Context: an optimization exercise on an open-source flow, tuned for small area and a short achievable clock period. The choices shown serve that exercise and are no tape-out recipe.
Where RTL was checked, it was by simulation tests only, not by an equivalence proof against the original.
Power is estimated from default activity; no workload was simulated.

Setup of rev 12:
Design frame_rx, start of the top module:
module frame_rx #(
    parameter MAX_FRAME_LEN = 256
) (
    input  wire        clk,
    input  wire        rst,
    input  wire        start,
    input  wire [1:0]  cfg_fmt,       
    input  wire        cfg_srv,       
    input  wire [15:0] cfg_tmo,       
    input  wire [15:0] cfg_fixlen,    
    input  wire        rx_valid,
    input  wire [7:0]  rx_data,
    output wire        rx_ready,
    input  wire        tick,
    input  wire        fault,
    output wire        awaiting_body,
    output wire        res_valid,
    output wire [3:0]  res_code,
    output wire [3:0]  res_cause,
    output wire [7:0]  res_rxst,
    output wire [15:0] rx_count,
    output wire [15:0] rx_lenfield,
    output wire [15:0] target,
    output wire [15:0] idle_count,
    output wire [15:0] field_rcv,
    output wire [15:0] field_calc,
    output wire [1:0]  dcode,
    output wire [7:0]  handler,
    output wire [7:0]  resp_op,
    output wire [7:0]  req_op,
    output wire        disp_ok,
    output wire [7:0]  disp_handler
);
Size in the first run: roughly 160 flip-flops, roughly 200 I/O pins, ~9900 um2 of cells after synthesis.
export LEC_CHECK = 0
export CAP_MARGIN = 20
export CORE_MARGIN = 2
export CORE_UTILIZATION = 40
export CTS_BUF_LIST = sky130_fd_sc_hd__clkbuf_8
export SETUP_SLACK_MARGIN = 3.0
export SLEW_MARGIN = 20
create_clock -name core_clock -period 6.0 [get_ports {clk}]
standard.sh (not shown) runs the stock make flow with config.mk's settings and CLKGATE_MAP_FILE= SYNTH_SCRIPT=/design/flow/synth_recipe.tcl, a recipe that flattens the netlist after the stock synthesis.
==> flow/flow/run.sh <==
#!/bin/bash
# Standard layout, with the port buffers made of plain buf cells instead of
# the delay buffers buffer_ports picks by default. Every port still gets one.
set -euo pipefail
export BUFFER_PORTS_ARGS="-buffer_cell sky130_fd_sc_hd__buf_1"
bash standard.sh > flow_make.log 2>&1
### rev 12 -> rev 13
--- a/flow/design.v
+++ b/flow/design.v
@@ -119,57 +119,55 @@
     reg [15:0] acc;          
     reg [15:0] frcv;         
     reg [15:0] lf;           
     reg [7:0]  b0;
     reg [3:0]  hnd;          
     reg [7:0]  rsp;          
     reg [7:0]  b5;
     reg        b1z;          
     reg        b1o;          
     reg        done;         
     reg        ge3;          
-    reg        done2;        
-    reg        ge3b;         
     reg        rv;
     reg [3:0]  rc;
     reg [1:0]  rcz;
     reg [7:0]  rxst;
     reg [8:0]  cnt;
     reg [8:0]  tgt;
     reg [15:0] idle;
     reg [1:0]  dc;
     reg        dnz;          
     reg        dok;          
     assign rx_ready      = active;
     assign awaiting_body = active & ge3;
     assign res_valid     = rv;
     assign res_code      = rc;
     assign res_cause     = {2'b00, rcz};
     assign res_rxst      = rxst;
     assign rx_count      = {7'd0, cnt};
-    assign rx_lenfield   = {lf[15:8] & {8{ge3}}, lf[7:0] & {8{ge3b}}};
+    assign rx_lenfield   = lf & {16{ge3}};
     assign target        = {7'd0, tgt};
     assign idle_count    = idle;
     assign field_rcv     = frcv & {16{done}};
-    assign field_calc    = acc & {16{done2}};
+    assign field_calc    = acc & {16{done}};
     assign dcode         = dc;
     assign handler       = {4'd0, hnd & {4{dc[0]}}};
     assign resp_op       = rsp & {8{dc[0]}};
     assign req_op        = b0 & {8{dnz}};
     assign disp_ok       = dok;
     assign disp_handler  = {4'd0, hnd & {4{dok}}};
     wire [7:0] b = rx_data;
-    wire [15:0] t_acc, t_b;
-    crc16_tab u_ta (.x(acc[15:8]), .t(t_acc));
-    crc16_tab u_tb (.x(b & {8{~(pos[3] | pos[4])}}), .t(t_b));
-    wire [15:0] crc_next = pos[0] ? (16'hFF00 ^ 16'h1EF0 ^ t_b) : ({acc[7:0], 8'h00} ^ t_acc ^ t_b);
+    wire [15:0] crc_cur = pos[0] ? 16'hFFFF : acc;
+    wire [15:0] t_idx;
+    crc16_tab u_t (.x(crc_cur[15:8] ^ (b & {8{~(pos[3] | pos[4])}})), .t(t_idx));
+    wire [15:0] crc_next = {crc_cur[7:0], 8'h00} ^ t_idx;
     wire [7:0] crc_want;
     wire       crc_ok;
     crc16_last u_last (.c(acc), .r(frcv), .d_want(crc_want), .c_ok(crc_ok));
     wire [7:0] want  = fzb ? ~acc[7:0] : crc_want;
     wire       valid = (b == want) & (fzb | crc_ok);
     wire [7:0] status = pos[5] ? b : b5;
     wire       st_ok  = fzb | (status == 8'h00);
     wire [7:0] b1        = lf[15:8];
     wire       b1_zero   = b1z;
     wire       b1_one    = b1o;
     wire       std_ok    = (b1_zero & (b >= 8'd6)) | (b1_one & ~(|b));
@@ -245,24 +243,22 @@
             else if (pos[3])
                 acc <= {8'h00, b};
             else if (ge3)
                 acc[7:0] <= acc[7:0] + b;
         end
     end
     always @(posedge clk) begin
         if (rst) begin
             active <= 1'b0;
             done   <= 1'b0;
             ge3    <= 1'b0;
-            done2  <= 1'b0;
-            ge3b   <= 1'b0;
             rv     <= 1'b0;
             rc     <= CODE_NONE;
             rcz    <= 2'd0;
             rxst   <= 8'd0;
             cnt    <= 9'd0;
             tgt    <= 9'd0;
             idle   <= 16'd0;
             dc     <= DC_NONE;
             dnz    <= 1'b0;
             dok    <= 1'b0;
         end else if (!active) begin
@@ -274,43 +270,39 @@
                     rxst <= 8'd0;
                 end else if (cmd_len) begin
                     rv   <= 1'b1;
                     rc   <= CODE_CMDERR;
                     rcz  <= CAUSE_BAD_LENGTH;
                     rxst <= 8'd0;
                 end else begin
                     active <= 1'b1;
                     rv     <= 1'b0;
                     done   <= 1'b0;
                     ge3    <= 1'b0;
-                    done2  <= 1'b0;
-                    ge3b   <= 1'b0;
                     cnt    <= 9'd0;
                     tgt    <= (cfg_fmt == 2'd2) ? cfg_fixlen[8:0] : 9'd0;
                     idle   <= 16'd0;
                     dc     <= DC_NONE;
                     dnz    <= 1'b0;
                     dok    <= 1'b0;
                 end
             end
         end else if (fault) begin
             active <= 1'b0;
             rv     <= 1'b1;
             rc     <= CODE_TFAULT;
             rcz    <= 2'd0;
             rxst   <= 8'd0;
         end else if (rx_valid) begin
             cnt  <= cnt + 9'd1;
             idle <= 16'd0;
-            if (cnt == 9'd2) ge3b <= 1'b1;
-            if (cnt + 9'd1 == tgt) done2 <= 1'b1;
             if (pos[2]) begin
                 ge3 <= 1'b1;
                 if (!ffix) begin
                     tgt <= len_tgt;
                     if (len_bad) begin
                         active <= 1'b0;
                         rv     <= 1'b1;
                         rc     <= CODE_LENREJ;
                         rcz    <= 2'd0;
                         rxst   <= 8'd0;
                     end
==> comparison <==
Compared to rev 12, rev 13 has clock skew 0.0088 ns higher.
Rev 13 ended with more pre-CTS setup slack than rev 12.
Cell count (lower): rev 13
Compared with rev 12, rev 13 ends up with less cell area.
The post-layout net count in rev 13 was lower than what rev 12 gave.
No functional check of the RTL was part of rev 12.


== run C ==
Another version of the RTL of frame_rx (not shown whole).
Size in the first run: roughly 970 cells after synthesis, ~0.0094 mm² of cells after synthesis.
export LEC_CHECK = 0
export CAP_MARGIN = 20
export CORE_MARGIN = 2
export CORE_UTILIZATION = 40
export CTS_BUF_LIST = sky130_fd_sc_hd__clkbuf_8
export SETUP_SLACK_MARGIN = 3.6
export SLEW_MARGIN = 20
export TNS_END_PERCENT = 2
create_clock -name core_clock -period 6.0 [get_ports {clk}]
Scripts as last shown in full above: flow/flow/run.sh
## Diff of input files: run D against run C
--- a/flow/design.v
+++ b/flow/design.v
@@ -224,28 +224,33 @@
                 b1o <= (b == 8'd1);
                 hnd <= b_hnd;
                 rsp <= b_rsp;
             end
             if (pos[2]) lf[7:0]  <= b;
             if (pos[3]) frcv[15:8] <= b;
             if (pos[4]) frcv[7:0]  <= b;
             if (pos[5]) b5 <= b;
             if (lastb && fzb) frcv <= {8'h00, b};
         end
     end
-    wire [7:0] zb_sum = (pos[3] ? 8'h00 : acc[7:0]) + b;
     always @(posedge clk) begin
-        if (active && !fault && rx_valid && (!fzb || ge3))
-            acc <= !fzb  ? crc_next :
-                   lastb ? {8'h00, ~acc[7:0]} :
-                           {8'h00, zb_sum};
+        if (active && !fault && rx_valid) begin
+            if (!fzb)
+                acc <= crc_next;
+            else if (lastb)
+                acc <= {8'h00, ~acc[7:0]};
+            else if (pos[3])
+                acc <= {8'h00, b};
+            else if (ge3)
+                acc[7:0] <= acc[7:0] + b;
+        end
     end
     always @(posedge clk) begin
         if (rst) begin
             active <= 1'b0;
             done   <= 1'b0;
             ge3    <= 1'b0;
             rc     <= CODE_NONE;
             rcz    <= 2'd0;
             rxst   <= 8'd0;
             cnt    <= 9'd0;
             tgt    <= 9'd0;
@@ -287,29 +292,32 @@
                         active <= 1'b0;
                         rc     <= CODE_LENREJ;
                         rcz    <= 2'd0;
                         rxst   <= 8'd0;
                     end
                 end
             end
             if (lastb) begin
                 active <= 1'b0;
                 done   <= 1'b1;
                 rcz    <= 2'd0;
-                rxst <= status & {8{valid & ~fzb}};
-                if (!valid)
-                    rc <= CODE_INTEGRITY;
-                else if (st_ok)
-                    rc <= CODE_OK;
-                else
-                    rc <= CODE_DEVSTAT;
+                if (!valid) begin
+                    rc   <= CODE_INTEGRITY;
+                    rxst <= 8'd0;
+                end else if (st_ok) begin
+                    rc   <= CODE_OK;
+                    rxst <= 8'd0;
+                end else begin
+                    rc   <= CODE_DEVSTAT;
+                    rxst <= status;
+                end
                 if (valid && dsp) begin
                     dc  <= (hnd == 4'd0) ? DC_UNKNOWN : in_range ? DC_OK : DC_BADLEN;
                 end
             end
         end else if (tick) begin
             if (tmo_hit) begin
                 active <= 1'b0;
                 rc     <= CODE_TIMEOUT;
                 rcz    <= 2'd0;
                 rxst   <= 8'd0;
             end else begin
Per the final summary, run D finished and its layout is clean on timing, DRC and antenna. Changes observed in run D relative to run C: cell count of the worst hold path increased by 1 relative to the old numbers; synthesis-to-finish area growth shows a reduction of 1.6 points. From run C to run D the numbers moved as follows: multiplexer share of the synthesized area went down, final instance area went down, sum of routed wire length over all layers went up. NOTE: post-route core utilization in run D falls short of that of run C. Sort run C and run D by floorplan die width, ascending, and run D comes first. Total power, run D vs run C: down by a few percent.
Function was not checked in any run of this note: the RTL went through the layout flow alone.

[afterwards: timing with drivers on the ports]
The flow's constraints put no driver on any port. The routed layouts listed below were extracted and timed again, unchanged, in two steps. Step 1 (the two cells are an assumption about what drives the block):
set clk [get_ports {clk}]
set_driving_cell -lib_cell sky130_fd_sc_hd__clkbuf_16 $clk
set_driving_cell -lib_cell sky130_fd_sc_hd__buf_2 [delete_from_list [all_inputs] $clk]
Step 2 moves the port delays by t, midway between the first and last clock arrival at a register: inputs arrive t later, outputs are due t later. That takes back most of the time a late clock gives input paths. Slacks: no drivers / after step 1 / after step 2; pairs: no drivers / after step 1.
run	shift t [ns]	setup WS [ns]	worst setup path after step 2	worst data-port slew with drivers (ns)
rev 12	0.489	2.893 / 2.911 / 2.421	input to register	0.07
rev 13	0.502	3.056 / 3.066 / 2.564	input to register	0.05
run C	0.496	3.058 / 3.076 / 2.580	input to register	0.07
run D	0.497	2.873 / 2.872 / 2.375	input to register	0.06
After both steps every run listed still meets setup and hold. For run D, which loses most, drivers alone change the setup slack by -0.001 ns; drivers and shift together by -0.498 ns.
